Background: an optimization exercise with open tools, aiming at small area and a short achievable clock period. Do not read the settings as production practice. In this exercise RTL edits were held to simulation tests only and were not proved equivalent to the original. No activity file was given, so power comes from the tool's default toggle rates.

**flow/flow/run.sh**
```bash
#!/bin/bash
# The standard layout (standard.sh: the standard flow's own synthesis, floorplan, place,
# CTS and route, unchanged), with one difference: the buffer that
# global placement puts on every input and output port is the small
# sky130_fd_sc_hd__buf_1 instead of the cell buffer_ports picks by itself.
# Every port still gets its own buffer.
set -e
export BUFFER_PORTS_ARGS="-buffer_cell sky130_fd_sc_hd__buf_1"
export SETUP_SLACK_MARGIN=11.5
echo "BUFFER_PORTS_ARGS=$BUFFER_PORTS_ARGS" > run.log
bash standard.sh > standard.log 2>&1
echo "standard.sh finished" >> run.log
```
**flow/standard.sh**
```bash
#!/bin/bash
# synth_recipe.tcl (not shown) runs the flow's synth.tcl, then flattens the netlist and writes it again
# the make line also repeats each setting of config.mk as NAME=value (left out here)
make -C /OpenROAD-flow-scripts/flow DESIGN_CONFIG=/design/flow/config.mk WORK_HOME=/design/flow/orfs CLKGATE_MAP_FILE= SYNTH_SCRIPT=/design/flow/synth_recipe.tcl "${@:-finish}"
```
**flow/config.mk**
```make
export PLATFORM = sky130hd
export DESIGN_NAME = rlwe_rec
export DESIGN_NICKNAME = rlwe_rec
export VERILOG_FILES = /design/flow/design.v
export SDC_FILE = /design/flow/constraint.sdc
export NUM_CORES = 4
export LEC_CHECK = 0
export CAP_MARGIN = 20
export CORE_MARGIN = 2
export CORE_UTILIZATION = 65
export CTS_BUF_LIST = sky130_fd_sc_hd__clkbuf_4
export PLACE_DENSITY = 0.75
export SLEW_MARGIN = 20
```
**flow/constraint.sdc**
```tcl
create_clock -name core_clock -period 15.0 [get_ports {clk}]
set_input_delay 3.0000 -clock core_clock [delete_from_list [all_inputs] [get_ports {clk}]]
set_output_delay 3.0000 -clock core_clock [all_outputs]
set_load 0.01 [all_outputs]
```
**flow/design.v**
```verilog
module rlwe_rec (
    input  wire         clk,
    input  wire         rst,         
    input  wire         in_valid,
    input  wire         in_mode,     
    input  wire [127:0] in_x,        
    input  wire         in_bit,      
    input  wire [7:0]   in_r,        
    output reg          out_valid,
    output reg  [7:0]   out_r,       
    output reg          out_key      
);
    integer j;
    function [3:0] kval;
        input [7:0] r;
        input integer jj;
        integer i;
        begin
            kval = 4'd0;
            for (i = 0; i < 16; i = i + 1)
                if ({(jj < 3) ? r[2*jj +: 2] : 2'd0, r[7:6]} == i)
                    kval = 2 * (i / 4) + (i % 4);
        end
    endfunction
    function [4:0] k3val;
        input [7:0] r;
        input integer jj;
        integer i;
        begin
            k3val = 5'd0;
            for (i = 0; i < 16; i = i + 1)
                if ({(jj < 3) ? r[2*jj +: 2] : 2'd0, r[7:6]} == i)
                    k3val = 3 * (2 * (i / 4) + (i % 4));
        end
    endfunction
    reg               s0_valid;
    reg               s0_mode;
    reg               s0_bit;
    reg        [7:0]  s0_r;
    reg signed [8:0]  s0_th  [0:3];
    reg        [8:0]  s0_xl  [0:3];
    reg        [3:0]  s0_ovf;
    reg        [3:0]  s0_neg;
    always @(posedge clk) begin
        if (rst)
            s0_valid <= 1'b0;
        else
            s0_valid <= in_valid;
        s0_mode <= in_mode;
        s0_bit  <= in_bit;
        s0_r    <= in_r;
        for (j = 0; j < 4; j = j + 1) begin
            s0_th[j]  <= $signed({in_x[32*j+31], in_x[32*j+9 +: 7]})
                         - $signed({4'd0, in_mode ? k3val(in_r, j) : 5'd0});
            s0_xl[j]  <= in_x[32*j +: 9];
            s0_ovf[j] <= ~((in_x[32*j+16 +: 16] == 16'h0000) |
                           (in_x[32*j+16 +: 16] == 16'hffff));
            s0_neg[j] <= in_x[32*j+31];
        end
    end
    wire        hr = ~s0_mode;             
    wire        bh = s0_bit & hr;          
    wire        g   [0:3];                 
    wire [5:0]  yo  [0:3];                 
    wire [5:0]  qo  [0:3];                 
    wire        big [0:3];
    wire [2:0]  v0  [0:3];
    wire [1:0]  v1  [0:3];
    genvar gi;
    generate
        for (gi = 0; gi < 4; gi = gi + 1) begin : co
            rlwe_coef u_coef (
                .th(s0_th[gi]), .xl(s0_xl[gi]), .ovf(s0_ovf[gi]), .neg(s0_neg[gi]),
                .hr(hr), .bh(bh), .k(kval(s0_r, gi)),
                .g(g[gi]), .yo(yo[gi]), .qo(qo[gi]), .big(big[gi]),
                .v0(v0[gi]), .v1(v1[gi])
            );
        end
    endgenerate
    reg         s1_valid;
    reg         s1_mode;
    reg         s1_bh;
    reg         s1_fail;                   
    reg  [8:0]  s1_u   [0:3];              
    reg  [5:0]  s1_yo  [0:3];
    reg  [5:0]  s1_qo  [0:3];
    reg  [3:0]  s1_g;
    reg  [7:0]  s1_h0;                     
    reg  [7:0]  s1_h1;                     
    always @(posedge clk) begin
        if (rst)
            s1_valid <= 1'b0;
        else
            s1_valid <= s0_valid;
        s1_mode <= s0_mode;
        s1_bh   <= bh;
        s1_fail <= |s0_ovf | big[0] | big[1] | big[2] | big[3];
        for (j = 0; j < 4; j = j + 1) begin
            s1_u[j]  <= s0_xl[j] ^ {9{g[j]}};
            s1_yo[j] <= yo[j];
            s1_qo[j] <= qo[j];
            s1_g[j]  <= g[j];
        end
        s1_h0 <= {v0[3][0], 1'b0, v0[2][1:0] - v0[3][1:0], v0[1][1:0] - v0[3][1:0], v0[0][1:0] - v0[3][1:0]};
        s1_h1 <= {v1[3][0], 1'b1, v1[2] - v1[3], v1[1] - v1[3], v1[0] - v1[3]};
    end
    reg  [21:0] S;
    reg         cs1, cs2, cs3, cs4, cs5, cs6, cs7, cs8, cs9, cs10, cs11, cs12;
    reg         cs13, cs14, cs15, cs16, cs17, cs18, cs19, cs20, cs21, cs22, cs23, cs24;
    reg         cs25, cs26, cs27, cs28, cs29, cs30, cs31, cs32, cs33, cs34, cs35, cs36;
    reg         cs37, cs38, cs39, cs40, cs41, cs42, cs43, cs44, cs45, cs46, cs47, cs48;
    reg         cs49, cs50, cs51, cs52, cs53, cs54, cs55, cs56, cs57, cs58, cs59, cs60;
    reg         cs61, cs62, cs63, cs64, cs65, cs66, cs67, cs68, cs69, cs70, cs71, cs72;
    reg         cs73, cs74, cs75, cs76, cs77, cs78, cs79, cs80, cs81, cs82, cs83, cs84;
    reg         cs85, cs86, cs87, cs88, cs89, cs90, cs91, cs92, cs93, cs94, cs95, cs96;
    reg         cs97, cs98, cs99, cs100, cs101, cs102, cs103, cs104, cs105, cs106, cs107, cs108;
    reg         cs109, cs110, cs111, cs112, cs113, cs114, cs115, cs116, cs117, cs118, cs119, cs120;
    reg         cs121, cs122, cs123, cs124, cs125, cs126, cs127, cs128, cs129, cs130, cs131, cs132;
    reg         cs133, cs134, cs135, cs136, cs137, cs138, cs139, cs140, cs141, cs142, cs143, cs144;
    reg         cs145, cs146, cs147, cs148, cs149, cs150, cs151, cs152, cs153, cs154, cs155, cs156;
    reg         cs157, cs158, cs159, cs160, cs161, cs162, cs163, cs164, cs165, cs166, cs167, cs168;
    reg         cs169, cs170, cs171, cs172, cs173, cs174, cs175, cs176, cs177, cs178, cs179, cs180;
    reg         cs181, cs182, cs183, cs184, cs185, cs186, cs187, cs188, cs189, cs190, cs191, cs192;
    reg         cs193, cs194, cs195, cs196;
    reg  [21:0] ra, rb;
    wire [3:0]  gb = s1_g & {4{s1_bh}};
    reg  [21:0] K;
    reg         ok;
    always @(*) begin
        if (~s1_mode)
            K = s1_bh ? 22'd1548146 : 22'd1548162;   
        else
            K = 22'd1474427;                         
        cs1 = s1_u[0][0] ^ s1_qo[0][3] ^ gb[0];
        cs2 = (s1_u[0][0] & s1_qo[0][3]) | (s1_u[0][0] & gb[0]) | (s1_qo[0][3] & gb[0]);
        cs3 = s1_u[1][0] ^ s1_qo[1][3] ^ gb[1];
        cs4 = (s1_u[1][0] & s1_qo[1][3]) | (s1_u[1][0] & gb[1]) | (s1_qo[1][3] & gb[1]);
        cs5 = s1_u[0][1] ^ s1_qo[0][4] ^ s1_u[1][1];
        cs6 = (s1_u[0][1] & s1_qo[0][4]) | (s1_u[0][1] & s1_u[1][1]) | (s1_qo[0][4] & s1_u[1][1]);
        cs7 = s1_u[0][2] ^ s1_qo[0][5];
        cs8 = s1_u[0][2] & s1_qo[0][5];
        cs9 = s1_g[0] ^ s1_qo[0][0] ^ s1_g[1];
        cs10 = (s1_g[0] & s1_qo[0][0]) | (s1_g[0] & s1_g[1]) | (s1_qo[0][0] & s1_g[1]);
        cs11 = s1_qo[1][0] ^ s1_g[2];
        cs12 = s1_qo[1][0] & s1_g[2];
        cs13 = s1_g[0] ^ s1_qo[0][1] ^ s1_g[1];
        cs14 = (s1_g[0] & s1_qo[0][1]) | (s1_g[0] & s1_g[1]) | (s1_qo[0][1] & s1_g[1]);
        cs15 = s1_qo[1][1] ^ s1_g[2] ^ s1_qo[2][1];
        cs16 = (s1_qo[1][1] & s1_g[2]) | (s1_qo[1][1] & s1_qo[2][1]) | (s1_g[2] & s1_qo[2][1]);
        cs17 = s1_g[3] ^ s1_qo[3][1];
        cs18 = s1_g[3] & s1_qo[3][1];
        cs19 = s1_g[0] ^ s1_qo[0][2] ^ s1_g[1];
        cs20 = (s1_g[0] & s1_qo[0][2]) | (s1_g[0] & s1_g[1]) | (s1_qo[0][2] & s1_g[1]);
        cs21 = s1_qo[1][2] ^ s1_g[2] ^ s1_qo[2][2];
        cs22 = (s1_qo[1][2] & s1_g[2]) | (s1_qo[1][2] & s1_qo[2][2]) | (s1_g[2] & s1_qo[2][2]);
        cs23 = s1_g[3] ^ s1_qo[3][2] ^ K[2];
        cs24 = (s1_g[3] & s1_qo[3][2]) | (s1_g[3] & K[2]) | (s1_qo[3][2] & K[2]);
        cs25 = cs1 ^ cs3 ^ s1_u[2][0];
        cs26 = (cs1 & cs3) | (cs1 & s1_u[2][0]) | (cs3 & s1_u[2][0]);
        cs27 = s1_qo[2][3] ^ gb[2] ^ s1_u[3][0];
        cs28 = (s1_qo[2][3] & gb[2]) | (s1_qo[2][3] & s1_u[3][0]) | (gb[2] & s1_u[3][0]);
        cs29 = s1_qo[3][3] ^ gb[3] ^ K[3];
        cs30 = (s1_qo[3][3] & gb[3]) | (s1_qo[3][3] & K[3]) | (gb[3] & K[3]);
        cs31 = cs2 ^ cs4 ^ cs5;
        cs32 = (cs2 & cs4) | (cs2 & cs5) | (cs4 & cs5);
        cs33 = s1_qo[1][4] ^ s1_u[2][1] ^ s1_qo[2][4];
        cs34 = (s1_qo[1][4] & s1_u[2][1]) | (s1_qo[1][4] & s1_qo[2][4]) | (s1_u[2][1] & s1_qo[2][4]);
        cs35 = s1_u[3][1] ^ s1_qo[3][4] ^ K[4];
        cs36 = (s1_u[3][1] & s1_qo[3][4]) | (s1_u[3][1] & K[4]) | (s1_qo[3][4] & K[4]);
        cs37 = cs6 ^ cs7 ^ s1_u[1][2];
        cs38 = (cs6 & cs7) | (cs6 & s1_u[1][2]) | (cs7 & s1_u[1][2]);
        cs39 = s1_qo[1][5] ^ s1_u[2][2] ^ s1_qo[2][5];
        cs40 = (s1_qo[1][5] & s1_u[2][2]) | (s1_qo[1][5] & s1_qo[2][5]) | (s1_u[2][2] & s1_qo[2][5]);
        cs41 = s1_u[3][2] ^ s1_qo[3][5] ^ K[5];
        cs42 = (s1_u[3][2] & s1_qo[3][5]) | (s1_u[3][2] & K[5]) | (s1_qo[3][5] & K[5]);
        cs43 = cs8 ^ s1_u[0][3] ^ s1_u[1][3];
        cs44 = (cs8 & s1_u[0][3]) | (cs8 & s1_u[1][3]) | (s1_u[0][3] & s1_u[1][3]);
        cs45 = s1_u[2][3] ^ s1_u[3][3];
        cs46 = s1_u[2][3] & s1_u[3][3];
        cs47 = s1_u[0][4] ^ s1_u[1][4];
        cs48 = s1_u[0][4] & s1_u[1][4];
        cs49 = cs9 ^ cs11 ^ s1_qo[2][0];
        cs50 = (cs9 & cs11) | (cs9 & s1_qo[2][0]) | (cs11 & s1_qo[2][0]);
        cs51 = cs10 ^ cs12 ^ cs13;
        cs52 = (cs10 & cs12) | (cs10 & cs13) | (cs12 & cs13);
        cs53 = cs15 ^ cs17;
        cs54 = cs15 & cs17;
        cs55 = cs14 ^ cs16 ^ cs18;
        cs56 = (cs14 & cs16) | (cs14 & cs18) | (cs16 & cs18);
        cs57 = cs19 ^ cs21 ^ cs23;
        cs58 = (cs19 & cs21) | (cs19 & cs23) | (cs21 & cs23);
        cs59 = cs20 ^ cs22 ^ cs24;
        cs60 = (cs20 & cs22) | (cs20 & cs24) | (cs22 & cs24);
        cs61 = cs25 ^ cs27 ^ cs29;
        cs62 = (cs25 & cs27) | (cs25 & cs29) | (cs27 & cs29);
        cs63 = cs26 ^ cs28 ^ cs30;
        cs64 = (cs26 & cs28) | (cs26 & cs30) | (cs28 & cs30);
        cs65 = cs31 ^ cs33 ^ cs35;
        cs66 = (cs31 & cs33) | (cs31 & cs35) | (cs33 & cs35);
        cs67 = cs32 ^ cs34 ^ cs36;
        cs68 = (cs32 & cs34) | (cs32 & cs36) | (cs34 & cs36);
        cs69 = cs37 ^ cs39 ^ cs41;
        cs70 = (cs37 & cs39) | (cs37 & cs41) | (cs39 & cs41);
        cs71 = cs38 ^ cs40 ^ cs42;
        cs72 = (cs38 & cs40) | (cs38 & cs42) | (cs40 & cs42);
        cs73 = cs43 ^ cs45 ^ K[6];
        cs74 = (cs43 & cs45) | (cs43 & K[6]) | (cs45 & K[6]);
        cs75 = cs44 ^ cs46 ^ cs47;
        cs76 = (cs44 & cs46) | (cs44 & cs47) | (cs46 & cs47);
        cs77 = s1_u[2][4] ^ s1_u[3][4] ^ K[7];
        cs78 = (s1_u[2][4] & s1_u[3][4]) | (s1_u[2][4] & K[7]) | (s1_u[3][4] & K[7]);
        cs79 = cs48 ^ s1_u[0][5] ^ s1_u[1][5];
        cs80 = (cs48 & s1_u[0][5]) | (cs48 & s1_u[1][5]) | (s1_u[0][5] & s1_u[1][5]);
        cs81 = s1_u[2][5] ^ s1_u[3][5] ^ K[8];
        cs82 = (s1_u[2][5] & s1_u[3][5]) | (s1_u[2][5] & K[8]) | (s1_u[3][5] & K[8]);
        cs83 = s1_u[0][6] ^ s1_u[1][6] ^ s1_u[2][6];
        cs84 = (s1_u[0][6] & s1_u[1][6]) | (s1_u[0][6] & s1_u[2][6]) | (s1_u[1][6] & s1_u[2][6]);
        cs85 = s1_u[3][6] ^ K[9];
        cs86 = s1_u[3][6] & K[9];
        cs87 = s1_u[0][7] ^ s1_u[1][7] ^ s1_u[2][7];
        cs88 = (s1_u[0][7] & s1_u[1][7]) | (s1_u[0][7] & s1_u[2][7]) | (s1_u[1][7] & s1_u[2][7]);
        cs89 = s1_u[3][7] ^ K[10];
        cs90 = s1_u[3][7] & K[10];
        cs91 = s1_u[0][8] ^ s1_u[1][8] ^ s1_u[2][8];
        cs92 = (s1_u[0][8] & s1_u[1][8]) | (s1_u[0][8] & s1_u[2][8]) | (s1_u[1][8] & s1_u[2][8]);
        cs93 = s1_u[3][8] ^ K[11];
        cs94 = s1_u[3][8] & K[11];
        cs95 = s1_yo[0][0] ^ s1_yo[1][0] ^ s1_yo[2][0];
        cs96 = (s1_yo[0][0] & s1_yo[1][0]) | (s1_yo[0][0] & s1_yo[2][0]) | (s1_yo[1][0] & s1_yo[2][0]);
        cs97 = s1_yo[3][0] ^ K[12];
        cs98 = s1_yo[3][0] & K[12];
        cs99 = s1_yo[0][1] ^ s1_yo[1][1] ^ s1_yo[2][1];
        cs100 = (s1_yo[0][1] & s1_yo[1][1]) | (s1_yo[0][1] & s1_yo[2][1]) | (s1_yo[1][1] & s1_yo[2][1]);
        cs101 = s1_yo[3][1] ^ K[13];
        cs102 = s1_yo[3][1] & K[13];
        cs103 = s1_yo[0][2] ^ s1_yo[1][2] ^ s1_yo[2][2];
        cs104 = (s1_yo[0][2] & s1_yo[1][2]) | (s1_yo[0][2] & s1_yo[2][2]) | (s1_yo[1][2] & s1_yo[2][2]);
        cs105 = s1_yo[3][2] ^ K[14];
        cs106 = s1_yo[3][2] & K[14];
        cs107 = s1_yo[0][3] ^ s1_yo[1][3] ^ s1_yo[2][3];
        cs108 = (s1_yo[0][3] & s1_yo[1][3]) | (s1_yo[0][3] & s1_yo[2][3]) | (s1_yo[1][3] & s1_yo[2][3]);
        cs109 = s1_yo[3][3] ^ K[15];
        cs110 = s1_yo[3][3] & K[15];
        cs111 = s1_yo[0][4] ^ s1_yo[1][4] ^ s1_yo[2][4];
        cs112 = (s1_yo[0][4] & s1_yo[1][4]) | (s1_yo[0][4] & s1_yo[2][4]) | (s1_yo[1][4] & s1_yo[2][4]);
        cs113 = s1_yo[3][4] ^ K[16];
        cs114 = s1_yo[3][4] & K[16];
        cs115 = s1_yo[0][5] ^ s1_yo[1][5] ^ s1_yo[2][5];
        cs116 = (s1_yo[0][5] & s1_yo[1][5]) | (s1_yo[0][5] & s1_yo[2][5]) | (s1_yo[1][5] & s1_yo[2][5]);
        cs117 = s1_yo[3][5] ^ K[17];
        cs118 = s1_yo[3][5] & K[17];
        cs119 = cs49 ^ s1_g[3];
        cs120 = cs49 & s1_g[3];
        cs121 = cs50 ^ cs51 ^ cs53;
        cs122 = (cs50 & cs51) | (cs50 & cs53) | (cs51 & cs53);
        cs123 = cs52 ^ cs54 ^ cs55;
        cs124 = (cs52 & cs54) | (cs52 & cs55) | (cs54 & cs55);
        cs125 = cs56 ^ cs58 ^ cs59;
        cs126 = (cs56 & cs58) | (cs56 & cs59) | (cs58 & cs59);
        cs127 = cs60 ^ cs62 ^ cs63;
        cs128 = (cs60 & cs62) | (cs60 & cs63) | (cs62 & cs63);
        cs129 = cs64 ^ cs66 ^ cs67;
        cs130 = (cs64 & cs66) | (cs64 & cs67) | (cs66 & cs67);
        cs131 = cs68 ^ cs70 ^ cs71;
        cs132 = (cs68 & cs70) | (cs68 & cs71) | (cs70 & cs71);
        cs133 = cs72 ^ cs74 ^ cs75;
        cs134 = (cs72 & cs74) | (cs72 & cs75) | (cs74 & cs75);
        cs135 = cs76 ^ cs78 ^ cs79;
        cs136 = (cs76 & cs78) | (cs76 & cs79) | (cs78 & cs79);
        cs137 = cs80 ^ cs82 ^ cs83;
        cs138 = (cs80 & cs82) | (cs80 & cs83) | (cs82 & cs83);
        cs139 = cs84 ^ cs86 ^ cs87;
        cs140 = (cs84 & cs86) | (cs84 & cs87) | (cs86 & cs87);
        cs141 = cs88 ^ cs90 ^ cs91;
        cs142 = (cs88 & cs90) | (cs88 & cs91) | (cs90 & cs91);
        cs143 = cs92 ^ cs94 ^ cs95;
        cs144 = (cs92 & cs94) | (cs92 & cs95) | (cs94 & cs95);
        cs145 = cs96 ^ cs98 ^ cs99;
        cs146 = (cs96 & cs98) | (cs96 & cs99) | (cs98 & cs99);
        cs147 = cs100 ^ cs102 ^ cs103;
        cs148 = (cs100 & cs102) | (cs100 & cs103) | (cs102 & cs103);
        cs149 = cs104 ^ cs106 ^ cs107;
        cs150 = (cs104 & cs106) | (cs104 & cs107) | (cs106 & cs107);
        cs151 = cs108 ^ cs110 ^ cs111;
        cs152 = (cs108 & cs110) | (cs108 & cs111) | (cs110 & cs111);
        cs153 = cs112 ^ cs114 ^ cs115;
        cs154 = (cs112 & cs114) | (cs112 & cs115) | (cs114 & cs115);
        cs155 = cs116 ^ cs118;
        cs156 = cs116 & cs118;
        cs157 = cs119 ^ s1_qo[3][0];
        cs158 = cs119 & s1_qo[3][0];
        cs159 = cs120 ^ cs121 ^ K[1];
        cs160 = (cs120 & cs121) | (cs120 & K[1]) | (cs121 & K[1]);
        cs161 = cs122 ^ cs123 ^ cs57;
        cs162 = (cs122 & cs123) | (cs122 & cs57) | (cs123 & cs57);
        cs163 = cs124 ^ cs125 ^ cs61;
        cs164 = (cs124 & cs125) | (cs124 & cs61) | (cs125 & cs61);
        cs165 = cs126 ^ cs127 ^ cs65;
        cs166 = (cs126 & cs127) | (cs126 & cs65) | (cs127 & cs65);
        cs167 = cs128 ^ cs129 ^ cs69;
        cs168 = (cs128 & cs129) | (cs128 & cs69) | (cs129 & cs69);
        cs169 = cs130 ^ cs131 ^ cs73;
        cs170 = (cs130 & cs131) | (cs130 & cs73) | (cs131 & cs73);
        cs171 = cs132 ^ cs133 ^ cs77;
        cs172 = (cs132 & cs133) | (cs132 & cs77) | (cs133 & cs77);
        cs173 = cs134 ^ cs135 ^ cs81;
        cs174 = (cs134 & cs135) | (cs134 & cs81) | (cs135 & cs81);
        cs175 = cs136 ^ cs137 ^ cs85;
        cs176 = (cs136 & cs137) | (cs136 & cs85) | (cs137 & cs85);
        cs177 = cs138 ^ cs139 ^ cs89;
        cs178 = (cs138 & cs139) | (cs138 & cs89) | (cs139 & cs89);
        cs179 = cs140 ^ cs141 ^ cs93;
        cs180 = (cs140 & cs141) | (cs140 & cs93) | (cs141 & cs93);
        cs181 = cs142 ^ cs143 ^ cs97;
        cs182 = (cs142 & cs143) | (cs142 & cs97) | (cs143 & cs97);
        cs183 = cs144 ^ cs145 ^ cs101;
        cs184 = (cs144 & cs145) | (cs144 & cs101) | (cs145 & cs101);
        cs185 = cs146 ^ cs147 ^ cs105;
        cs186 = (cs146 & cs147) | (cs146 & cs105) | (cs147 & cs105);
        cs187 = cs148 ^ cs149 ^ cs109;
        cs188 = (cs148 & cs149) | (cs148 & cs109) | (cs149 & cs109);
        cs189 = cs150 ^ cs151 ^ cs113;
        cs190 = (cs150 & cs151) | (cs150 & cs113) | (cs151 & cs113);
        cs191 = cs152 ^ cs153 ^ cs117;
        cs192 = (cs152 & cs153) | (cs152 & cs117) | (cs153 & cs117);
        cs193 = cs154 ^ cs155 ^ K[18];
        cs194 = (cs154 & cs155) | (cs154 & K[18]) | (cs155 & K[18]);
        cs195 = cs156 ^ K[19];
        cs196 = cs156 & K[19];
        ra = {K[21], cs196, cs194, cs192, cs190, cs188, cs186, cs184, cs182, cs180, cs178, cs176, cs174, cs172, cs170, cs168, cs166, cs164, cs162, cs160, cs158, cs157};
        rb = {1'b0, K[20], cs195, cs193, cs191, cs189, cs187, cs185, cs183, cs181, cs179, cs177, cs175, cs173, cs171, cs169, cs167, cs165, cs163, cs161, cs159, K[0]};
        S = ra + rb;
        ok = ~s1_fail & ~S[21];
    end
    always @(posedge clk) begin
        if (rst)
            out_valid <= 1'b0;
        else
            out_valid <= s1_valid;
        out_r   <= s1_mode ? 8'd0 : (ok ? s1_h0 : s1_h1);
        out_key <= s1_mode & ok;
    end
endmodule
module rlwe_coef (
    input  wire signed [8:0] th,       
    input  wire [8:0]        xl,
    input  wire              ovf,      
    input  wire              neg,      
    input  wire              hr,       
    input  wire              bh,       
    input  wire [3:0]        k,        
    output reg               g,
    output reg  [5:0]        yo,
    output reg  [5:0]        qo,
    output reg               big,
    output reg  [2:0]        v0,
    output reg  [1:0]        v1
);
    function lo_ge;
        input signed [6:0] v;
        input [8:0] xl;
        begin
            if (v <= 0)
                lo_ge = 1'b1;
            else if (v <= 8)
                lo_ge = xl != 9'd0;
            else if (v <= 16)
                lo_ge = xl[8:1] != 8'd0;
            else
                lo_ge = (xl[8:2] != 7'd0) | (xl[1:0] == 2'd3);
        end
    endfunction
    function gtc;
        input [8:0] a;
        input integer c;
        reg   [8:0] cb;
        reg         eq;
        integer     i;
        begin
            cb  = c;
            cb  = cb ^ 9'h100;
            gtc = 1'b0;
            eq  = 1'b1;
            for (i = 8; i >= 0; i = i - 1) begin
                if (cb[i]) begin
                    eq = eq & (a[i] ^ (i == 8));
                end else begin
                    gtc = gtc | (eq & (a[i] ^ (i == 8)));
                    eq  = eq & ~(a[i] ^ (i == 8));
                end
            end
        end
    endfunction
    function ge;
        input [8:0] th;
        input [8:0] xl;
        input [3:0] o;
        input integer c;
        reg   [8:0] c3;
        begin
            c3 = 3 * c;
            ge = gtc(th, 3 * c) | ((th == c3) & lo_ge(c + o, xl));
        end
    endfunction
    wire [4:0]       t    = th[4:0];
    wire             xz   = xl == 9'd0;               
    wire             xle1 = xl[8:1] == 8'd0;          
    wire             tneg = th[8];                    
    wire             thi  = gtc(th, 24);              
    reg        [3:0] m;        
    reg              mul3;     
    reg        [1:0] rho;      
    reg              lom;      
    reg        [3:0] rg;       
    reg signed [8:0] yc;       
    reg signed [1:0] s;
    reg signed [5:0] p;
    reg signed [8:0] thm, thp;  
    reg signed [8:0] e;
    reg        [8:0] ye;
    reg              gp, g0, gm;
    always @(*) begin
        thm  = th - 9'sd24;
        thp  = th + 9'sd24;
        big  = gtc(th, 48) | (hr ? ~gtc(th, -26) : ~gtc(th, -50));
        m[3] = t >= 5'd24;
        m[2] = (t >= 5'd12) & (t < 5'd24);
        m[1] = ((t >= 5'd6) & (t < 5'd12)) | ((t >= 5'd18) & (t < 5'd24));
        m[0] = ((t >= 5'd3) & (t < 5'd6)) | ((t >= 5'd9) & (t < 5'd12)) |
               ((t >= 5'd15) & (t < 5'd18)) | ((t >= 5'd21) & (t < 5'd24));
        mul3 = (t == 5'd0) | (t == 5'd3) | (t == 5'd6) | (t == 5'd9) | (t == 5'd12) |
               (t == 5'd15) | (t == 5'd18) | (t == 5'd21) | (t == 5'd24);
        rho[1] = (t == 5'd2) | (t == 5'd5) | (t == 5'd8) | (t == 5'd11) |
                 (t == 5'd14) | (t == 5'd17) | (t == 5'd20) | (t == 5'd23);
        rho[0] = ~mul3 & ~rho[1];
        if (bh)
            lom = (t >= 5'd15) ? ~xle1 : ~xz;
        else
            lom = (t < 5'd3) | ~xz;
        if (~m[0])
            yc = (mul3 & ~lom) ? -9'sd1 : {7'd0, rho};
        else
            yc = (mul3 & ~lom) ? 9'sd3 : 9'sd2 - {7'd0, rho};
        if (hr) begin
            if (tneg)
                rg = 4'd0;
            else if (thi)
                rg = 4'd9;
            else
                rg = m + {3'd0, ~mul3 | lom};
            g  = ~rg[0];
            p  = {1'b0, rg[3:1], 1'b0};
            e  = tneg ? th : thi ? thm : yc;       
            v0 = rg[3:1];
            if (rg == 4'd0)
                v1 = 2'd0;
            else if (rg >= 4'd7)
                v1 = 2'd3;
            else
                v1 = rg[2:1] - {1'b0, ~rg[0]};
        end else begin
            if (ge(th, xl, k, 4))
                s = 2'sd1;
            else if (ge(th, xl, k, -4))
                s = 2'sd0;
            else
                s = -2'sd1;
            gp = ~ge(th, xl, k, 8);
            g0 = ~ge(th, xl, k, 0);
            gm = ~ge(th, xl, k, -8);
            g  = (s == 2'sd1) ? gp : (s == 2'sd0) ? g0 : gm;
            p  = $signed({2'd0, k}) + $signed({s, 3'd0});
            e  = (s == 2'sd1) ? thm : (s == 2'sd0) ? th : thp;
            v0 = 3'd0;
            v1 = 2'd0;
        end
        if (ovf) begin
            v0 = neg ? 3'd0 : 3'd4;
            v1 = neg ? 2'd0 : 2'd3;
        end
        ye  = (hr & ~tneg & ~thi) ? yc : e ^ {9{g}};
        yo  = {~ye[5], ye[4:0]};
        qo  = {~(p[5] ^ ~g), p[4:0] ^ {5{~g}}};
    end
endmodule
```
==> results.py, run 1 <==
metrics = {
    "outcome": {
        "outcome": "no timing/DRC/antenna violations",
    },
    "yosys": {
        "syn_avg_cell_area_sq_um": 8.94,
        "syn_nets": 2011,
        "yosysTopAreaCellShare_pct": 27.7,
        "synth_area_leaders": "dfxtp_1 (28%), fa_1 (11%), ha_1 (9.8%)",
        "synth_cell_types": 101,
        "syn-cell-area_sq_um": 15000,
        "synth-seq-area-share_pct": 27.7,
        "synth_seq_cells": 207,
        "synth_edf_count": 0,
        "async_flop_share_pct": 0,
        "synth_top_area_cell": "dfxtp_1",
        "syn-instance-count": 1674,
        "yosysWarnings": 12,
        "synth_top_flop_cell": "dfxtp_1",
    },
    "setup_path": {
        "crit_path_start_kind": "flop",
        "critPathKind": "flop to flop",
        "critPathCaptureType": "flop",
        "r2r_slack_ps": 10390,
        "worstPathMaxFanout": 9,
        "critPathArrivalTime_ps": 5150,
        "critPathRequiredTime_ps": 15540,
    },
    "sta": {
        "fin_hold_ws_ps": 442,
        "fmax_ghz": 0.217,
        "grt_setup_unrepaired": "true",
        "period_share_pct": 30.7,
        "fin_setup_tns_ps": 0,
        "min_period_ps": 4610,
        "worst_pin_slew_ps": 1140,
        "fin_skew_ps": 56.8,
        "hold_viol_final": 0,
        "maxSlewHeadroom_pct": 23.0,
        "maxSlewViolCount": 0,
        "setup_viol": 0,
    },
    "global_route": {
        "grt_use_met1_pct": 44.9,
        "grt_start_max_net_pins": 64,
        "antenna_found_initial": 1,
        "grt.met3_usage_pct": 6.75,
        "grt_pass1_vias": 13072,
        "globalRouteMet2Util_pct": 56.4,
        "grt_pass1_wl_mm": 66.6,
        "grt_overflow": 0,
        "busiest_layer": "met2",
        "grt_usage_pct": 34.9,
    },
    "die": {
        "die_area_sq_um": 24200,
        "ioPinCount": 151,
        "fp.dieW_microns": 156,
        "start_util_pct": 66.1,
        "fp.dieH_microns": 156,
        "rows": 55,
        "coreArea_sq_um": 22600,
    },
    "clock_network": {
        "clockRootBuffer": "clkbuf_4",
        "clock_latency_ps": 720,
        "clock_path_buffers": 3,
        "tritoncts": "done",
        "hold_buffers": 0,
        "clock-sinks": 207,
        "htree_levels": 2,
        "cts_made_buffers": 54,
        "clk_pin_slew_ps": 70,
    },
    "drt": {
        "drt-pass1-iter-count": 6,
        "detail_route.iter0.violations": 1180,
        "wire_per_inst_microns": 19.6,
        "via_per_inst": 6.16,
        "vias": 13825,
        "finalWirelength_mm": 44.0,
        "ant_nets": 0,
        "drc": 0,
    },
    "run": {
        "drv_cap": 0,
    },
    "worst_hold_path": {
        "hold_class": "flop to flop",
    },
    "finish": {
        "drive_above_1_share_pct": 24.9,
        "area_growth_pct": 24.4,
        "final_area_sq_um": 18600,
        "num-fill-cells": 1472,
        "fin_nets": 2258,
    },
    "placed_design": {
        "portBuffers": 150,
        "gp_congestion": 0.944,
        "dp_hpwl_mm": 29.8,
        "placed_area_sq_um": 15700,
    },
    "pwr": {
        "p_per_area_nw_per_um2": 169,
        "p_leak_nw": 7.63,
        "vdd_drop_max_uv": 372,
    },
}
power breakdown:
part           switching [mW]  total [mW]  internal, mW
clock network           0.238       0.471         0.234
registers               0.102       0.744         0.642
logic                   0.998        1.92         0.924
registers in the layout (all words and copies together) (netlist names):
| name | flops |
|---|---|
| s0_th | 36 |
| s0_xl | 36 |
| s1_u | 36 |
| s1_qo | 24 |
| s1_yo | 24 |
| out_r | 8 |
| s0_r | 8 |
| s1_h0 | 7 |
| s1_h1 | 7 |
| s0_neg | 4 |
| s0_ovf | 4 |
| s1_g | 4 |
| out_key | 1 |
| out_valid | 1 |
| s0_bit | 1 |
| s0_mode | 1 |
| s0_valid | 1 |
| s1_bh | 1 |
| s1_fail | 1 |
| s1_mode | 1 |
| s1_valid | 1 |
repair_timing:
item	CTS	global route
pin swaps	74	72
setup buffers	88	35
setup endpoints to repair	142	75
gates resized for setup	205	120
hold endpoints to repair	0	0
gates cloned	0	1
layout make-up:
cell class	instances	area, sq um	share of cell area, %
multi-input combinational	1209	10900	58.7
sequential	207	4230	22.7
timing repair buffer	278	1710	9.19
inverter	171	714	3.84
clock buffer	75	563	3.03
tap	285	357	1.92
clock inverter	18	96.3	0.518
antenna	2	5.00	0.0269
cell usage after synthesis, types with 32 or more instances:
cell and instances:
nor4_1 35, ha_1 117, a21oi_1 86, nor2_1 89, o21ai_0 75, nand2_1 95, dfxtp_1 207, fa_1 79
inv_1 168, nand2b_1 32, nor3_1 34, xor2_1 40, xnor2_1 101, clkbuf_1 51
path summary, 6_finish.rpt:
check	from	endpoint	depth (start not counted)
min reg2reg	s0_valid$_SDFF_PP0_	s1_valid$_SDFF_PP0_	1
max reg2reg	s1_g[0]$_DFF_P_	out_r[3]$_SDFF_PP0_	16
max	s1_g[0]$_DFF_P_	out_r[3]$_SDFF_PP0_	16
min	s0_valid$_SDFF_PP0_	s1_valid$_SDFF_PP0_	1
layer usage:
metal,up-vias,share of wire (%)
met5,-,0
met4,0,5.6
met3,182,7.8
met2,708,47
met1,6541,40
li1,6394,-
cells by family after synthesis:
family / synth area share [%]
compound gates: 17.8
xor+xnor: 8.36
fa+ha+maj: 20.4
buf+inv: 7.10
flops: 27.7
mux: 1.86
simple gates: 16.8
cell usage in the layout (no fill, tap or decap), types with 15 or more instances in the layout:
master,n
a211oi_1,15
a21o_1,20
a21oi_1,72
a21oi_2,15
buf_1,137
buf_4,106
buf_6,24
clkbuf_4,75
dfxtp_1,173
dfxtp_2,16
dfxtp_4,18
fa_1,70
ha_1,69
ha_4,36
inv_1,150
mux2i_1,21
nand2_1,78
nand2b_1,31
nand3_1,24
nand4_1,29
nor2_1,84
nor2b_1,21
nor3_1,25
nor4_1,30
o21ai_0,60
o21ai_1,19
xnor2_1,95
xor2_1,37
worst max-delay path, cell delays in order, from the launching register on:
cell	delay, ps
dfxtp_2	340
and2_1	160
fa_1	480
inv_1	50
fa_2	340
fa_2	530
inv_1	50
fa_2	520
fa_1	410
ha_2	200
a2111oi_4	340
o21a_1	170
o211ai_1	210
a41oi_4	230
buf_12	160
mux2i_1	180
nor2_1	60
through the flow:
| step | std cells | worst slack, ps | util, % | total power, mW |
|---|---|---|---|---|
| floorplan | 1674 | 9910 | - | 1.96 |
| global placement | 2026 | 9270 | 69.1 | 2.27 |
| detailed placement | 2026 | 9180 | 69.1 | 2.33 |
| CTS | 2207 | 10330 | 78.6 | 2.94 |
| global route | 2245 | 10170 | 82.2 | 3.41 |
| finish | 2245 | 10390 | 82.2 | 3.14 |
==> run 2, diff against run 1 <==
--- a/flow/flow/run.sh
+++ b/flow/flow/run.sh
@@ -6,7 +6,7 @@
 # Every port still gets its own buffer.
 set -e
 export BUFFER_PORTS_ARGS="-buffer_cell sky130_fd_sc_hd__buf_1"
-export SETUP_SLACK_MARGIN=11.5
+export SETUP_SLACK_MARGIN=10.0
 echo "BUFFER_PORTS_ARGS=$BUFFER_PORTS_ARGS" > run.log
 bash standard.sh > standard.log 2>&1
 echo "standard.sh finished" >> run.log
==> results.py, run 2 <==
metrics = {
    "outcome": {
        "outcome": "no timing/DRC/antenna violations",
    },
    "sta": {
        "maxSlewHeadroom_pct": 33.6,
        "setup_viol": 0,
        "min_period_ps": 4830,
        "fin_setup_tns_ps": 0,
        "grt_setup_unrepaired": "false",
        "worst_pin_slew_ps": 995,
        "fmax_ghz": 0.207,
        "period_share_pct": 32.2,
        "hold_viol_final": 0,
        "fin_skew_ps": 41.5,
        "maxSlewViolCount": 0,
    },
    "drt": {
        "finalWirelength_mm": 38.9,
        "detail_route.iter0.violations": 1079,
        "via_per_inst": 5.97,
        "ant_nets": 0,
        "drt-pass1-iter-count": 5,
        "wire_per_inst_microns": 18.2,
        "vias": 12743,
        "drc": 0,
    },
    "yosys": {
        "synth_area_leaders": "dfxtp_1 (28%), fa_1 (11%), ha_1 (9.8%)",
        "syn-cell-area_sq_um": 15000,
        "synth_seq_cells": 207,
        "syn_avg_cell_area_sq_um": 8.94,
        "synth-seq-area-share_pct": 27.7,
        "yosysMostFrequentCell": "dfxtp_1",
        "async_flop_share_pct": 0,
        "synth_cell_types": 101,
        "synth_top_area_cell": "dfxtp_1",
        "syn_nets": 2011,
        "syn-instance-count": 1674,
        "synth_common_cells": "dfxtp_1 (207), inv_1 (168), ha_1 (117)",
        "yosysTopAreaCellShare_pct": 27.7,
        "synth_edf_count": 0,
        "yosysWarnings": 12,
        "synth_top_flop_cell": "dfxtp_1",
    },
    "finish": {
        "drive_above_1_share_pct": 8.60,
        "largest_registers": "s0_th: 36 flops, s0_xl: 36 flops, s1_u: 36 flops",
        "fin_nets": 2140,
        "utilization_pct": 72.2,
        "final_area_sq_um": 16300,
        "area_growth_pct": 9.28,
        "layout_common_cells": "dfxtp_1 (203), inv_1 (167), buf_1 (148)",
        "layout_commonest_cell": "dfxtp_1",
    },
    "clock_network": {
        "clock_latency_ps": 740,
        "clk_pin_slew_ps": 70,
        "tritoncts": "done",
        "clock_path_buffers": 3,
        "cts_made_buffers": 55,
        "htree_levels": 2,
        "hold_buffers": 0,
        "clockRootBuffer": "clkbuf_4",
        "clock-sinks": 207,
    },
    "pwr": {
        "p_leak_nw": 6.83,
        "total_power_mw": 2.86,
        "vdd_drop_max_uv": 320,
        "p_per_area_nw_per_um2": 175,
    },
    "setup_path": {
        "cpPeakStageDelay_ps": 570,
        "critPathTopFamily": "adder cells",
        "r2r_slack_ps": 10170,
        "path_buf_inv": 3,
        "crit_path_start_kind": "flop",
        "cp.depth": 16,
        "crit_chain": "and2_1, fa_1, inv_1, fa_2, fa_2, inv_1, fa_1, fa_1, ha_4, a2111oi_2, o21a_1, o211ai_1, a41oi_4, buf_12, mux2i_1, nor2_1",
        "reg2regPathDepth": 16,
        "critPathKind": "flop to flop",
        "worstPathMaxFanout": 9,
        "critPathArrivalTime_ps": 5400,
        "cp_slowest_cell": "fa_2",
        "critPathCaptureType": "flop",
        "critPathRequiredTime_ps": 15570,
        "crit_top_cell": "fa_1",
    },
    "placed_design": {
        "placed_area_sq_um": 15600,
        "dp_hpwl_mm": 29.8,
        "portBuffers": 150,
        "gp_congestion": 0.948,
    },
    "global_route": {
        "grt_usage_pct": 32.5,
        "antenna_found_initial": 2,
        "grt_start_max_net_pins": 70,
        "grt_overflow": 0,
        "grt_pass1_wl_mm": 62.2,
        "grt_pass1_vias": 12406,
    },
    "run": {
        "drv_cap": 0,
    },
    "die": {
        "rows": 55,
        "die_area_sq_um": 24200,
        "coreArea_sq_um": 22600,
        "fp.dieW_microns": 156,
        "ioPinCount": 151,
        "fp.dieH_microns": 156,
        "start_util_pct": 66.1,
    },
    "worst_hold_path": {
        "hold_class": "flop to flop",
        "min_path_cells": 1,
    },
}
[run 2: cell count changes in the layout (fill, tap and decap cells not counted), sizes merged]
cell,before,now
buf,278,158
inv,168,171
clkbuf,75,71
clkinv,17,32
a21o,22,21
diode,2,1
bufinv,0,1
clkinvlp,4,0
[run 2: final cells by class]
cell class              count  area (sq um)
well taps                 285           357
clock inverters            33           183
inverters                 171           654
repair buffers            160           653
clock buffers              69           518
diodes                      1          2.50
multi-input cells        1208          9830
fillers                  1844          6290
flip-flops and latches    207          4150
[run 2: kinds of logic (layout without fill, tap and decap cells)]
group                    after synthesis  count (layout)  share of synthesized area [%]
AND/OR/NAND/NOR                      463             463                           16.8
AO/OA/AOI/OAI                        381             381                           17.8
buffers and inverters                259             433                           7.10
flip-flops                           207             207                           27.7
adder cells (fa/ha/maj)              196             196                           20.4
XOR/XNOR                             142             142                           8.36
multiplexers                          26              26                           1.86
other                                  0               1                              0
[run 2: per-stage QoR]
step	hold slack [ps]	setup WS (ps)	instances
floorplan	329	9900	1674
global placement	426	9080	2030
detailed placement	428	9040	2030
CTS	442	10050	2133
global route	460	9990	2134
finish	436	10170	2134
[run 2: metal layers]
layer / GRT usage, % / wire length [microns]
met5: 0 / 14
met4: 15.9 / 2010
met3: 7.42 / 3170
met2: 51.7 / 17600
met1: 41.9 / 16100
[run 2: worst paths after layout]
| path | from | to |
|---|---|---|
| setup / recovery | s1_bh$_DFF_P_ | out_r[5]$_SDFF_PP0_ |
| hold / removal | s1_valid$_SDFF_PP0_ | out_valid$_SDFF_PP0_ |
| setup reg to reg | s1_bh$_DFF_P_ | out_r[5]$_SDFF_PP0_ |
| hold reg to reg | s1_valid$_SDFF_PP0_ | out_valid$_SDFF_PP0_ |
[run 2: power by group]
group / internal, mW / switching [mW] / leakage (nW)
sequential: 0.637 / 0.117 / 1.74
clock: 0.240 / 0.246 / 0.412
combinational: 0.752 / 0.864 / 4.68
[run 2: what timing repair did]
action / in CTS / in global routing
setup endpoints to repair: 20 / 21
setup buffers: 1 / 0
pin swaps: 1 / 4
resized for setup: 6 / 10
==> run 3, diff against run 2 <==
--- a/flow/flow/run.sh
+++ b/flow/flow/run.sh
@@ -6,7 +6,7 @@
 # Every port still gets its own buffer.
 set -e
 export BUFFER_PORTS_ARGS="-buffer_cell sky130_fd_sc_hd__buf_1"
-export SETUP_SLACK_MARGIN=10.0
+export SETUP_SLACK_MARGIN=10.75
 echo "BUFFER_PORTS_ARGS=$BUFFER_PORTS_ARGS" > run.log
 bash standard.sh > standard.log 2>&1
 echo "standard.sh finished" >> run.log
==> results.py, run 3 <==
metrics = {
    "outcome": {
        "outcome": "no timing/DRC/antenna violations",
    },
    "sta": {
        "worst_pin_slew_ps": 1020,
        "fin_setup_tns_ps": 0,
        "maxSlewHeadroom_pct": 31.7,
        "maxSlewViolCount": 0,
        "setup_viol": 0,
        "fin_skew_ps": 52.7,
        "fmax_ghz": 0.216,
        "grt_setup_unrepaired": "true",
        "min_period_ps": 4630,
        "period_share_pct": 30.9,
        "hold_viol_final": 0,
    },
    "yosys": {
        "synth-seq-area-share_pct": 27.7,
        "syn_nets": 2011,
        "syn-instance-count": 1674,
        "yosysTopAreaCellShare_pct": 27.7,
        "synth_cell_types": 101,
        "yosysWarnings": 12,
        "yosysMostFrequentCell": "dfxtp_1",
        "syn-cell-area_sq_um": 15000,
        "synth_edf_count": 0,
        "synth_area_leaders": "dfxtp_1 (28%), fa_1 (11%), ha_1 (9.8%)",
        "synth_common_cells": "dfxtp_1 (207), inv_1 (168), ha_1 (117)",
        "synth_top_area_cell": "dfxtp_1",
        "syn_avg_cell_area_sq_um": 8.94,
        "async_flop_share_pct": 0,
        "synth_top_flop_cell": "dfxtp_1",
        "synth_seq_cells": 207,
    },
    "pwr": {
        "seqPwrFrac_pct": 25.4,
        "vdd_drop_max_uv": 334,
        "switchingPower_mw": 1.27,
        "p_comb_share_pct": 58.5,
        "internal-power_mw": 1.72,
        "p_per_area_nw_per_um2": 176,
        "swShare_pct": 42.5,
        "p_leak_nw": 7.08,
        "total_power_mw": 2.98,
        "p_clk_share_pct": 16.2,
    },
    "setup_path": {
        "critPathKind": "flop to flop",
        "reg2regPathDepth": 16,
        "cpPeakStageDelay_ps": 530,
        "crit_path_start_kind": "flop",
        "crit_chain": "and2_4, fa_1, inv_2, fa_2, fa_2, inv_2, fa_2, fa_2, ha_4, a2111oi_4, o21a_1, o211ai_1, a41oi_4, buf_12, mux2i_2, nor2_1",
        "crit_top_cell": "fa_2",
        "path_buf_inv": 3,
        "critPathTopFamily": "adder cells",
        "critPathArrivalTime_ps": 5200,
        "critPathCaptureType": "flop",
        "critPathRequiredTime_ps": 15570,
        "r2r-end": "out_r[0]$_SDFF_PP0_",
        "worstPathMaxFanout": 5,
        "cp_slowest_cell": "fa_2",
        "worst_r2r_startpoint": "s1_bh$_DFF_P_",
        "r2r_slack_ps": 10370,
    },
    "die": {
        "die_area_sq_um": 24200,
        "coreArea_sq_um": 22600,
        "start_util_pct": 66.1,
        "rows": 55,
        "ioPinCount": 151,
        "fp.dieH_microns": 156,
        "fp.dieW_microns": 156,
    },
    "clock_network": {
        "tritoncts": "done",
        "cts_made_buffers": 54,
        "clock_latency_ps": 720,
        "htree_levels": 2,
        "clk_pin_slew_ps": 70,
        "clock-sinks": 207,
        "hold_buffers": 0,
        "clock_path_buffers": 3,
        "clockRootBuffer": "clkbuf_4",
    },
    "finish": {
        "drive_above_1_share_pct": 14.2,
        "area_growth_pct": 13.5,
        "fin_nets": 2177,
        "layout_common_cells": "dfxtp_1 (190), inv_1 (157), buf_1 (146)",
        "largest_registers": "s0_th: 36 flops, s0_xl: 36 flops, s1_u: 36 flops",
        "layout_commonest_cell": "dfxtp_1",
    },
    "global_route": {
        "grt_usage_pct": 32.9,
        "grt_pass1_wl_mm": 63.3,
        "antenna_found_initial": 1,
        "grt_start_max_net_pins": 51,
        "grt_overflow": 0,
        "grt_pass1_vias": 12378,
    },
    "placed_design": {
        "dp_hpwl_mm": 30.2,
        "gp_congestion": 0.971,
        "portBuffers": 150,
    },
    "drt": {
        "finalWirelength_mm": 40.1,
        "via_per_inst": 5.97,
        "ant_nets": 0,
        "detail_route.iter0.violations": 1112,
        "wire_per_inst_microns": 18.5,
        "vias": 12925,
        "drt-pass1-iter-count": 8,
        "drc": 0,
    },
    "worst_hold_path": {
        "min_to": "s1_valid$_SDFF_PP0_",
        "min_path_cells": 1,
        "min_from": "s0_valid$_SDFF_PP0_",
        "hold_class": "flop to flop",
    },
    "run": {
        "drv_cap": 0,
    },
}
==> run 3: cell counts after synthesis <==
No cell type changed its count.
==> run 3: final cells by class <==
cell class                 instances  area, sq um
fill                            1700         5660
inverter                         171          666
tap                              285          357
antenna                            1         2.50
clock inverter                    25          151
timing repair buffer             198         1020
multi-input combinational       1208        10100
clock buffer                      70          526
sequential                       207         4180
==> run 3: kinds of logic (layout without fill, tap and decap cells) <==
logic type               count (synthesis)  after routing  share of synthesized area (%)
AND/OR/NAND/NOR                        463            463                           16.8
multiplexers                            26             26                           1.86
XOR/XNOR                               142            142                           8.36
AO/OA/AOI/OAI                          381            381                           17.8
other                                    0              1                              0
buffers and inverters                  259            464                           7.10
adder cells (fa/ha/maj)                196            196                           20.4
flip-flops                             207            207                           27.7
==> run 3: timing repair <==
item | CTS | global route
setup endpoints to repair | 54 | 34
resized for setup | 49 | 58
setup buffers | 23 | 15
pin swaps | 23 | 34
gates cloned | 0 | 1
==> run 3: worst register-to-register path, delay by kind of cell, from the launching register on <==
kind | cells | cell delay (ps)
AND/OR/NAND/NOR | 2 | 220
buffers and inverters | 3 | 250
flip-flops | 1 | 360
adder cells (fa/ha/maj) | 6 | 2520
multiplexers | 1 | 200
AO/OA/AOI/OAI | 4 | 960
==> run 3: power groups by stage <==
| stage | combinational, mW | clock [mW] | sequential (mW) |
|---|---|---|---|
| finish | 1.74 | 0.483 | 0.757 |
| global route | 2.00 | 0.526 | 0.768 |
| CTS | 1.60 | 0.494 | 0.753 |
| detailed placement | 1.57 | 0 | 0.764 |
| global placement | 1.51 | 0 | 0.762 |
| floorplan | 1.26 | 0 | 0.688 |
==> run 3: how the worst max path moves through the flow <==
stage                       start                   to  slack (ps)  depth (start not counted)
2_1_floorplan             in_r[6]  s0_th[0][6]$_DFF_P_        9910                         13
3_3_place_gp              in_r[6]  s0_th[0][6]$_DFF_P_        9240                         12
3_5_place_dp              in_r[6]  s0_th[0][6]$_DFF_P_        9190                         12
4_1_cts        s1_u[0][1]$_DFF_P_  out_r[5]$_SDFF_PP0_       10300                         17
5_1_grt             s1_bh$_DFF_P_  out_r[3]$_SDFF_PP0_       10260                         16
6_report            s1_bh$_DFF_P_  out_r[0]$_SDFF_PP0_       10370                         16
==> run 3: per-stage QoR <==
step / worst slack [ps] / utilization (%) / hold WS [ps] / instances / instance area [sq um]
after floorplan: 9910 / - / 329 / 1674 / 15100
after CTS: 10300 / 73.5 / 447 / 2148 / 16600
after detailed placement: 9190 / 68.9 / 428 / 2030 / 15600
after global routing: 10260 / 75.0 / 465 / 2165 / 17000
after global placement: 9240 / 68.9 / 424 / 2029 / 15600
final: 10370 / 75.0 / 444 / 2165 / 17000
==> run 3: routing by layer <==
| metal | GRT usage, % | wire, microns | vias to the layer above |
|---|---|---|---|
| met5 | 0 | 0 | - |
| met4 | 12.1 | 1170 | 0 |
| met3 | 4.89 | 2660 | 76 |
| met2 | 54.1 | 18900 | 485 |
| met1 | 44.3 | 17300 | 6120 |
| li1 | - | - | 6244 |
==> run 4, diff against run 3 <==
--- a/flow/flow/run.sh
+++ b/flow/flow/run.sh
@@ -6,7 +6,6 @@
 # Every port still gets its own buffer.
 set -e
 export BUFFER_PORTS_ARGS="-buffer_cell sky130_fd_sc_hd__buf_1"
-export SETUP_SLACK_MARGIN=10.75
 echo "BUFFER_PORTS_ARGS=$BUFFER_PORTS_ARGS" > run.log
 bash standard.sh > standard.log 2>&1
 echo "standard.sh finished" >> run.log
==> results.py, run 4 <==
metrics = {
    "sta": {
        "min_period_ps": 5130,
        "fin_setup_tns_ps": 0,
        "grt_setup_unrepaired": "false",
        "fin_skew_ps": 53.5,
        "maxSlewViolCount": 0,
        "hold_viol_final": 0,
        "setup_viol": 0,
        "fmax_ghz": 0.195,
        "worst_pin_slew_ps": 1100,
        "period_share_pct": 34.2,
        "maxSlewHeadroom_pct": 25.8,
        "setup_slack_ps": 9870,
    },
    "finish": {
        "largest_registers": "s0_th: 36 flops, s0_xl: 36 flops, s1_u: 36 flops",
        "seq_area_sq_um": 4150,
        "final_area_sq_um": 16200,
        "fin_cells": 2130,
        "fin_nets": 2139,
        "area_growth_pct": 8.39,
        "layout_commonest_cell": "dfxtp_1",
        "layout_common_cells": "dfxtp_1 (206), inv_1 (168), buf_1 (150)",
        "multi_input_area_sq_um": 9750,
        "num-fill-cells": 1861,
        "drive_above_1_share_pct": 7.97,
    },
    "global_route": {
        "grt_overflow": 0,
        "grt_usage_pct": 32.4,
        "grt_pass1_wl_mm": 61.9,
        "grt_start_max_net_pins": 50,
        "grt_pass1_vias": 12191,
        "antenna_found_initial": 1,
    },
    "yosys": {
        "synth_top_flop_cell": "dfxtp_1",
        "yosysMostFrequentCell": "dfxtp_1",
        "synth_seq_cells": 207,
        "syn-cell-area_sq_um": 15000,
        "synth_common_cells": "dfxtp_1 (207), inv_1 (168), ha_1 (117)",
        "synth-seq-area-share_pct": 27.7,
        "yosysWarnings": 12,
        "synth_edf_count": 0,
        "syn-instance-count": 1674,
        "async_flop_share_pct": 0,
        "synth_cell_types": 101,
        "syn_avg_cell_area_sq_um": 8.94,
        "yosysTopAreaCellShare_pct": 27.7,
        "synth_top_area_cell": "dfxtp_1",
        "syn_nets": 2011,
        "synth_area_leaders": "dfxtp_1 (28%), fa_1 (11%), ha_1 (9.8%)",
    },
    "drt": {
        "detail_route.iter0.violations": 1222,
        "ant_nets": 0,
        "drt-pass1-iter-count": 6,
        "finalWirelength_mm": 38.7,
        "drc": 0,
        "vias": 12647,
        "via_per_inst": 5.94,
        "wire_per_inst_microns": 18.2,
    },
    "clock_network": {
        "tritoncts": "done",
        "cts_resized": 0,
        "htree_levels": 2,
        "clockRootBuffer": "clkbuf_4",
        "post_cts_buffers": 0,
        "hold_buffers": 0,
        "clock_path_buffers": 3,
        "cts_made_buffers": 54,
        "clk_pin_slew_ps": 80,
        "clock_latency_ps": 690,
        "clock-sinks": 207,
    },
    "pwr": {
        "seqPwrFrac_pct": 27.5,
        "swShare_pct": 42.6,
        "total_power_mw": 2.74,
        "internal-power_mw": 1.57,
        "p_leak_nw": 6.81,
        "p_comb_share_pct": 55.2,
        "vdd_drop_max_uv": 165,
        "p_clk_share_pct": 17.3,
        "p_per_area_nw_per_um2": 169,
        "switchingPower_mw": 1.17,
    },
    "setup_path": {
        "worstPathMaxFanout": 9,
        "critPathKind": "flop to flop",
        "critPathArrivalTime_ps": 5670,
        "crit_path_start_kind": "flop",
        "reg2regPathDepth": 15,
        "worst_r2r_startpoint": "s1_bh$_DFF_P_",
        "r2r-end": "out_r[3]$_SDFF_PP0_",
        "critPathRequiredTime_ps": 15530,
        "r2r_slack_ps": 9870,
        "critPathCaptureType": "flop",
    },
    "placed_design": {
        "portBuffers": 150,
        "dp_hpwl_mm": 30.1,
        "placed_area_sq_um": 15500,
        "gp_congestion": 0.933,
        "place_ws_ps": 9200,
        "dp.cells": 2031,
    },
    "worst_hold_path": {
        "min_to": "s1_u[2][7]$_DFF_P_",
        "min_from": "s0_xl[2][7]$_DFF_P_",
        "hold_class": "flop to flop",
        "min_path_cells": 1,
    },
    "die": {
        "rows": 55,
        "coreArea_sq_um": 22600,
        "start_util_pct": 66.1,
        "fp.dieH_microns": 156,
        "die_area_sq_um": 24200,
        "ioPinCount": 151,
        "fp.dieW_microns": 156,
    },
    "run": {
        "drv_cap": 0,
    },
    "outcome": {
        "outcome": "no timing/DRC/antenna violations",
    },
}
run 4: logic make-up (layout without fill, tap and decap cells):
logic type / count (synthesis) / count (layout) / share of synthesized area (%)
compound gates: 381 / 381 / 17.8
xor+xnor: 142 / 142 / 8.36
fa+ha+maj: 196 / 196 / 20.4
buf+inv: 259 / 429 / 7.10
flops: 207 / 207 / 27.7
mux: 26 / 26 / 1.86
other cells: 0 / 1 / 0
simple gates: 463 / 463 / 16.8
run 4: how the worst max path moves through the flow:
| stage | startpoint | end | slack [ps] | cells after the start |
|---|---|---|---|---|
| global route | s0_th[2][4]$_DFF_P_ | s1_h1[5]$_DFF_P_ | 9520 | 19 |
| detailed placement | in_r[6] | s0_th[0][6]$_DFF_P_ | 9200 | 13 |
| finish | s1_bh$_DFF_P_ | out_r[3]$_SDFF_PP0_ | 9870 | 15 |
| global placement | in_r[6] | s0_th[0][6]$_DFF_P_ | 9320 | 13 |
| CTS | s1_bh$_DFF_P_ | out_r[2]$_SDFF_PP0_ | 9830 | 15 |
| floorplan | in_r[6] | s0_th[0][6]$_DFF_P_ | 9680 | 12 |
run 4: power by group through the flow:
| stage | combinational (mW) | clock [mW] | sequential, mW |
|---|---|---|---|
| after global placement | 1.45 | 0 | 0.760 |
| after floorplan | 1.20 | 0 | 0.688 |
| after CTS | 1.52 | 0.487 | 0.749 |
| final | 1.51 | 0.475 | 0.752 |
| after detailed placement | 1.51 | 0 | 0.761 |
| after global routing | 1.75 | 0.517 | 0.765 |
run 4: through the flow:
| step | hold slack [ps] | util (%) |
|---|---|---|
| 6_report | 440 | 71.6 |
| 5_1_grt | 461 | 71.6 |
| 3_3_place_gp | 421 | 68.6 |
| 4_1_cts | 441 | 71.6 |
| 2_1_floorplan | 329 | - |
| 3_5_place_dp | 434 | 68.6 |
run 4: worst max-delay path: stages, from the launching register on:
cell and delay, ps:
dfxtp_1 350, and2_1 180, fa_1 470, inv_1 50
fa_1 420, fa_1 460, fa_1 550, inv_1 60
fa_1 450, ha_1 320, a2111oi_0 400, o21a_1 180
o211ai_1 160, a41oi_2 630, mux2i_1 260, nor2_1 60
run 4: area by class of cell:
cell class	instances	area share [%]
diodes	1	0.0154
clock buffers	77	3.57
clock inverters	21	0.610
inverters	171	3.96
multi-input cells	1208	60.2
flip-flops and latches	207	25.6
well taps	285	2.20
repair buffers	160	3.94
run 4: metal layers:
layer	GRT usage (%)	vias to the layer above	wire length (microns)
li1	-	6157	-
met1	42.4	5942	16600
met2	52.2	459	17800
met3	6.89	89	2790
met4	14.1	0	1610
met5	0	-	0
==> run 5, diff against run 4 <==
--- a/flow/flow/run.sh
+++ b/flow/flow/run.sh
@@ -6,6 +6,8 @@
 # Every port still gets its own buffer.
 set -e
 export BUFFER_PORTS_ARGS="-buffer_cell sky130_fd_sc_hd__buf_1"
+export SETUP_SLACK_MARGIN=10.5
+export RECOVER_POWER=100
 echo "BUFFER_PORTS_ARGS=$BUFFER_PORTS_ARGS" > run.log
 bash standard.sh > standard.log 2>&1
 echo "standard.sh finished" >> run.log
==> results.py, run 5 <==
metrics = {
    "yosys": {
        "synth_area_leaders": "dfxtp_1 (28%), fa_1 (11%), ha_1 (9.8%)",
        "synth_common_cells": "dfxtp_1 (207), inv_1 (168), ha_1 (117)",
        "async_flop_share_pct": 0,
        "syn_avg_cell_area_sq_um": 8.94,
        "synth_top_area_cell": "dfxtp_1",
        "yosysWarnings": 12,
        "synth_top_flop_cell": "dfxtp_1",
        "syn-instance-count": 1674,
        "synth_edf_count": 0,
        "yosysTopAreaCellShare_pct": 27.7,
        "synth-seq-area-share_pct": 27.7,
        "syn_nets": 2011,
        "syn-cell-area_sq_um": 15000,
        "synth_seq_cells": 207,
        "synth_cell_types": 101,
        "yosysMostFrequentCell": "dfxtp_1",
    },
    "drt": {
        "vias": 12945,
        "detail_route.iter0.violations": 1116,
        "drt-pass1-iter-count": 5,
        "wire_per_inst_microns": 18.8,
        "finalWirelength_mm": 40.3,
        "via_per_inst": 6.03,
        "ant_nets": 0,
        "drc": 0,
    },
    "clock_network": {
        "clk_pin_slew_ps": 70,
        "tritoncts": "done",
        "clock_path_buffers": 3,
        "htree_levels": 2,
        "hold_buffers": 0,
        "clock-sinks": 207,
        "clockRootBuffer": "clkbuf_4",
        "clock_latency_ps": 690,
        "cts_made_buffers": 52,
    },
    "finish": {
        "fin_nets": 2161,
        "drive_above_1_share_pct": 10.5,
        "area_growth_pct": 10.7,
        "largest_registers": "s0_th: 36 flops, s0_xl: 36 flops, s1_u: 36 flops",
        "layout_commonest_cell": "dfxtp_1",
        "layout_common_cells": "dfxtp_1 (198), inv_1 (160), buf_1 (139)",
    },
    "pwr": {
        "internal-power_mw": 1.65,
        "p_per_area_nw_per_um2": 174,
        "swShare_pct": 42.9,
        "switchingPower_mw": 1.24,
        "p_leak_nw": 6.89,
        "vdd_drop_max_uv": 171,
        "seqPwrFrac_pct": 26.3,
        "p_comb_share_pct": 56.7,
        "p_clk_share_pct": 17.0,
    },
    "setup_path": {
        "cp_slowest_cell": "a2111oi_0",
        "critPathKind": "flop to flop",
        "reg2regPathDepth": 13,
        "worstPathMaxFanout": 45,
        "critPathCaptureType": "flop",
        "cp-endpoint": "s1_u[0][6]$_DFF_P_",
        "crit_chain": "clkbuf_1, nand2b_1, inv_1, a2111oi_0, a2111oi_0, inv_1, ha_1, nor2_1, or2_2, nor2_1, a21oi_1, clkbuf_1, xor2_1",
        "crit_start": "s0_mode$_DFF_P_",
        "critPathRequiredTime_ps": 15500,
        "r2r_slack_ps": 9100,
        "critPathArrivalTime_ps": 6400,
        "r2r-end": "s1_u[0][6]$_DFF_P_",
        "crit_path_start_kind": "flop",
        "worst_r2r_startpoint": "s0_mode$_DFF_P_",
        "cpPeakStageDelay_ps": 1110,
    },
    "outcome": {
        "failed_checks": "capacitance limit, slew limit",
        "outcome": "failed layout checks",
    },
    "placed_design": {
        "portBuffers": 150,
        "dp_hpwl_mm": 30.2,
        "gp_congestion": 0.951,
    },
    "sta": {
        "worst_pin_slew_ps": 2050,
        "maxSlewHeadroom_pct": -36.8,
        "grt_setup_unrepaired": "true",
        "period_share_pct": 39.3,
        "fin_setup_tns_ps": 0,
        "fin_hold_ws_ps": 441,
        "fmax_ghz": 0.170,
        "maxSlewViolCount": 108,
        "min_period_ps": 5900,
        "hold_viol_final": 0,
        "setup_viol": 0,
        "fin_skew_ps": 34.5,
    },
    "global_route": {
        "grt_pass1_vias": 12493,
        "antenna_found_initial": 1,
        "grt_usage_pct": 32.7,
        "grt_start_max_net_pins": 48,
        "grt_overflow": 0,
        "grt_pass1_wl_mm": 63.3,
    },
    "worst_hold_path": {
        "min_path_cells": 1,
        "hold_class": "flop to flop",
    },
    "die": {
        "fp.dieW_microns": 156,
        "ioPinCount": 151,
        "die_area_sq_um": 24200,
        "fp.dieH_microns": 156,
        "coreArea_sq_um": 22600,
        "rows": 55,
        "start_util_pct": 66.1,
    },
    "run": {
        "drv_cap": 3,
    },
}
-- run 5: cell counts after synthesis --
Identical to the previous run, type by type.
-- run 5: logic make-up (layout without fill, tap and decap cells) --
| family | count (synthesis) | count (layout) | synth area share (%) |
|---|---|---|---|
| AOI/OAI and AO/OA | 381 | 381 | 17.8 |
| xor gates and xnor gates | 142 | 142 | 8.36 |
| adders and majority gates | 196 | 196 | 20.4 |
| buffers and inverters | 259 | 446 | 7.10 |
| DFF | 207 | 207 | 27.7 |
| muxes | 26 | 26 | 1.86 |
| other | 0 | 1 | 0 |
| and+or+nand+nor | 463 | 463 | 16.8 |
-- run 5: per-layer routing --
layer / share of wire (%) / track usage, % / vias to the layer above
met2: 47 / 54.0 / 490
met5: 0 / 0 / -
met1: 43 / 42.7 / 6171
li1: - / - / 6185
met4: 4.0 / 13.6 / 0
met3: 6.6 / 5.56 / 99
-- run 5: per-stage QoR --
step                      utilization, %  total power [mW]  instance area [sq um]  std cells  setup slack (ps)
after floorplan                        -              1.94                  15000       1674              9900
after global placement              68.8              2.26                  15600       2029              9110
after detailed placement            68.8              2.33                  15600       2029              8990
after CTS                           73.1              2.99                  16600       2134             10310
after global routing                73.1              3.16                  16600       2147              8510
final                               73.1              2.89                  16600       2147              9100
-- run 5: power by group through the flow --
stage | registers [mW] | clock network, mW | logic (mW)
finish | 0.760 | 0.491 | 1.64
global route | 0.771 | 0.528 | 1.86
CTS | 0.755 | 0.501 | 1.74
detailed placement | 0.767 | 0 | 1.56
global placement | 0.764 | 0 | 1.49
floorplan | 0.688 | 0 | 1.25
-- run 5: critical path, delay by kind of cell (launching register included) --
family	cells	cell delay (ps)
AO/OA/AOI/OAI	3	1950
buffers and inverters	4	1960
adder cells (fa/ha/maj)	1	350
AND/OR/NAND/NOR	4	890
flip-flops	1	300
XOR/XNOR	1	220
-- run 5: worst min path at each step --
stage                                       to                 from
after detailed placement  out_valid$_SDFF_PP0_  s1_valid$_SDFF_PP0_
after floorplan                s1_mode$_DFF_P_      s0_mode$_DFF_P_
after global placement    out_valid$_SDFF_PP0_  s1_valid$_SDFF_PP0_
after global routing        s1_u[2][8]$_DFF_P_  s0_xl[2][8]$_DFF_P_
after CTS                   s1_u[0][5]$_DFF_P_  s0_xl[0][5]$_DFF_P_
final                       s1_u[0][5]$_DFF_P_  s0_xl[0][5]$_DFF_P_
-- run 5: repair_timing --
| action | CTS | global route |
|---|---|---|
| resized for setup | 42 | 56 |
| pin swaps | 21 | 27 |
| setup endpoints to repair | 38 | 33 |
| endpoints found under the hold margin | 0 | 0 |
| gates cloned | 1 | 0 |
| setup buffers | 13 | 12 |
-- run 5: final cells by class --
type | count | area, sq um
antenna | 1 | 2.50
clock buffer | 70 | 526
clock inverter | 21 | 155
fill | 1775 | 6080
inverter | 171 | 663
multi-input combinational | 1208 | 9910
sequential | 207 | 4160
tap | 285 | 357
timing repair buffer | 184 | 790

==> separate check: timing with driven ports <==
How much do the figures lean on ideal ports? The routed layouts below were timed once more, with nothing changed but the port constraints. Step 1 assumes that a clkbuf_16 drives the clock port and a buf_2 every other input. Step 2 times the ports against the registers' clock, not the clock port: input delays grow and output delays shrink by t, the midpoint of the rising clock arrivals with the driver on. Three values: no drivers, after step 1, after step 2; two values: the first two.
| run | t (ns) | setup WS [ns] | worst hold slack (ns) | latest minus earliest clock arrival (ns) |
|---|---|---|---|---|
| run 1 | 0.738 | 10.389 / 10.389 / 9.688 | 0.442 / 0.442 / 0.442 | 0.058 / 0.058 |
| run 2 | 0.752 | 10.170 / 10.170 / 9.450 | 0.436 / 0.436 / 0.436 | 0.046 / 0.046 |
| run 3 | 0.742 | 10.371 / 10.371 / 9.702 | 0.444 / 0.444 / 0.444 | 0.052 / 0.053 |
| run 4 | 0.707 | 9.865 / 9.865 / 9.201 | 0.440 / 0.440 / 0.440 | 0.055 / 0.055 |
| run 5 | 0.714 | 9.102 / 9.102 / 8.995 | 0.441 / 0.441 / 0.441 | 0.040 / 0.041 |
The setup slack of run 2, which loses most, moves by 0.000 ns with the drivers and by -0.720 ns with both steps.
